This is an optimization exercise on Yosys and OpenROAD, whose aim is small area and a short achievable clock period, not a production implementation.
The RTL was checked by simulation tests, not by an equivalence proof against the original design.
No activity file was given, so power comes from the tool's default toggle rates.

==> flow/design.v (excerpt) <==
module crc_link (
    input  wire        clk,
    input  wire        rst,
    input  wire        op_valid,
    input  wire [3:0]  op_code,
    input  wire [7:0]  op_arg,
    input  wire        tick,
    output wire [5:0]  stat,          
    output wire [2:0]  op_status,
    output reg  [15:0] crc,
    output reg  [2:0]  rx_err,
    output reg  [7:0]  rx_len,
    output wire [15:0] rx_crc_calc,
    output wire [15:0] rx_crc_recv,
    output wire        txm_re,
    output wire [7:0]  txm_addr,
    input  wire [7:0]  txm_rdata,
    output wire        rxm_we,
    output wire [8:0]  rxm_addr,
    output wire [7:0]  rxm_wdata,
    output wire        txd,
    input  wire        rxd
);
Size: about 120 I/O pins.
export LEC_CHECK = 0
export ABC_CLOCK_PERIOD_IN_PS = 2200
export CAP_MARGIN = 20
export CORE_MARGIN = 2
export CORE_UTILIZATION = 65
export CTS_CLUSTER_DIAMETER = 60
export CTS_CLUSTER_SIZE = 30
export SETUP_SLACK_MARGIN = 2.2
export SLEW_MARGIN = 20
create_clock -name core_clock -period 4.5 [get_ports {clk}]
standard.sh (not shown) runs the stock make flow with config.mk's settings and CLKGATE_MAP_FILE= SYNTH_SCRIPT=/design/flow/synth_recipe.tcl, a recipe that flattens the netlist after the stock synthesis.
==> flow/flow/run.sh <==
#!/bin/bash
# Layout: the standard ORFS flow (standard.sh), unchanged except for
# two settings passed through the environment to ORFS:
#  - the port buffers that buffer_ports inserts during global placement are
#    sky130_fd_sc_hd__buf_1 (timing repair still resizes them as needed)
#    instead of the flow's default pick, clkdlybuf4s50_1;
#  - clock tree synthesis runs without dummy loads.
# The whole make output goes to standard_flow.log; ORFS keeps each step's
# own log under orfs/logs/.
set -euo pipefail
cd "$(dirname "$0")/.."
export BUFFER_PORTS_ARGS="-buffer_cell sky130_fd_sc_hd__buf_1"
export CTS_ARGS="-sink_clustering_enable -repair_clock_nets -dont_use_dummy_load -sink_clustering_size 30 -sink_clustering_max_diameter 60"
bash standard.sh finish > standard_flow.log 2>&1
==> next run, changes <==
--- a/flow/design.v
+++ b/flow/design.v
@@ -200,29 +200,30 @@
     end
     assign op_status = {2'b00, opst};
     localparam D_H0 = 3'd0, D_H1 = 3'd1, D_PAY = 3'd2, D_CH = 3'd3,
                D_CL = 3'd4, D_END = 3'd5;
     reg [2:0]  dph;         
     reg [8:0]  rxcnt;
     reg [6:0]  rxtimer;     
     reg [15:0] rcrc;
     reg        f02;
     reg [7:0]  prev1, prev2;
     reg        take;        
     reg        crc_shown;
+    reg        crc_match;   
     wire link_err = ferr_flag || ovr_flag;
     assign fifo_pop = take;
     wire [15:0] rcrc_next;
     crc16_step u_rcrc (.crc_in(rcrc), .data(fdout), .crc_out(rcrc_next));
-    wire pay_last = (rxcnt == {1'b0, rx_len} + 9'd1);
+    reg pay_last;
     wire bad_hdr  = take && (dph == D_H1) && !f02;
     wire at_end   = take && (dph == D_END);
     wire timeout  = tick && (rxtimer == 7'h34);
     wire fin      = link_err || bad_hdr || at_end || timeout;
     wire busy_d   = !rst && (rx_busy ? !fin : op_rx_start);
     always @(posedge clk) begin
         rx_busy <= busy_d;
         take    <= busy_d && !ferr_d && !ovr_d && !fc_d[3];
         if (rst) begin
             rx_done <= 1'b0;
             rx_len  <= 8'h00;
             rx_err  <= 3'd0;
@@ -231,60 +232,68 @@
                 rx_done <= 1'b0;
                 rx_len  <= 8'h00;
                 rx_err  <= 3'd0;
             end
         end else begin
             if (fin)
                 rx_done <= 1'b1;
             if (link_err)
                 rx_err <= 3'd1;
             else if (bad_hdr)
                 rx_err <= 3'd3;
             else if (at_end)
-                rx_err <= (fdout != 8'h03) ? 3'd5 : (rcrc != {prev2, prev1}) ? 3'd4 : 3'd0;
+                rx_err <= (fdout != 8'h03) ? 3'd5 : crc_match ? 3'd0 : 3'd4;
             else if (timeout)
                 rx_err <= 3'd2;
             if (take && dph == D_H1 && f02)
                 rx_len <= fdout;
         end
         if (rst || rx_start)
             crc_shown <= 1'b0;
         else if (at_end && fdout == 8'h03)
             crc_shown <= 1'b1;
         if (!rx_busy) begin
             rxcnt   <= 9'd0;
             dph     <= D_H0;
             rxtimer <= 7'h7F;
         end else begin
             if (tick)
                 rxtimer <= {rxtimer[5:0], rxtimer[6] ^ rxtimer[5]};
             if (take) begin
                 rxcnt <= rxcnt + 9'd1;
+                pay_last <= (dph == D_H1) ? (fdout == 8'h01) : (rxcnt[7:0] == rx_len);
                 if (dph != D_END) begin
                     prev1 <= fdout;
                     prev2 <= prev1;
                 end
                 case (dph)
                     D_H0: begin
                         f02  <= (fdout == 8'h02);
                         rcrc <= 16'h0000;
                         dph  <= D_H1;
                     end
                     D_H1: dph <= (fdout == 8'h00) ? D_CH : D_PAY;
                     D_PAY: begin
                         rcrc <= rcrc_next;
                         if (pay_last)
                             dph <= D_CH;
                     end
-                    D_CH: dph <= D_CL;
-                    default: dph <= D_END;
+                    D_CH: begin
+                        crc_match <= (fdout == rcrc[15:8]);
+                        dph <= D_CL;
+                    end
+                    D_CL: begin
+                        crc_match <= crc_match && (fdout == rcrc[7:0]);
+                        dph <= D_END;
+                    end
+                    default: ;
                 endcase
             end
         end
     end
     assign rx_crc_calc = crc_shown ? rcrc : 16'h0000;
     assign rx_crc_recv = crc_shown ? {prev2, prev1} : 16'h0000;
     assign rxm_we    = take;
     assign rxm_addr  = rxcnt;
     assign rxm_wdata = fdout;
     assign stat = {ovr_flag, ferr_flag, fifo_ne, rx_done, rx_busy, tx_busy};
 endmodule
Effect:
- The new run went through all stages and came out clean
- non-clock buffer count is unchanged
- routed wire length falls by 2.0%
- core utilization climbs by 0.56 points
- critical path depth rose by 10
- setup slack gets worse by 0.052 ns
- sequential share of layout area falls by 0.26 points
- combinational power came out lower by about 6%
- first-iteration DRC count went up by 0.80%
- synthesized cell count rises by 0.88%
- synthesized area went up by 1.3%
- via count decreases by 0.79%
- worst hold slack is better by 0.038 ns
- total power increases by 0.96%
- design area increases by 1.5%

-- port drivers added, routing unchanged --
How much do the figures lean on ideal ports? The routed layouts below were timed once more, with nothing changed but the port constraints. Step 1 assumes that a clkbuf_16 drives the clock port and a buf_2 every other input. Step 2, shift: input delay + t, output delay - t, t = (earliest + latest rising clock arrival at the registers) / 2. This alone moves slack from input paths to output paths. Slacks: ideal / step 1 / step 2; pairs: ideal / step 1.
| run | t (ns) | setup WS [ns] | hold slack, ns |
|---|---|---|---|
| the first run | 0.510 | 2.266 / 2.223 / 1.925 | 0.384 / 0.384 / 0.384 |
| the second run | 0.506 | 2.214 / 2.214 / 1.869 | 0.422 / 0.422 / 0.422 |
After both steps setup and hold are still met in every run listed. The setup slack of the second run, which loses most, moves by 0.000 ns with the drivers and by -0.345 ns with both steps.
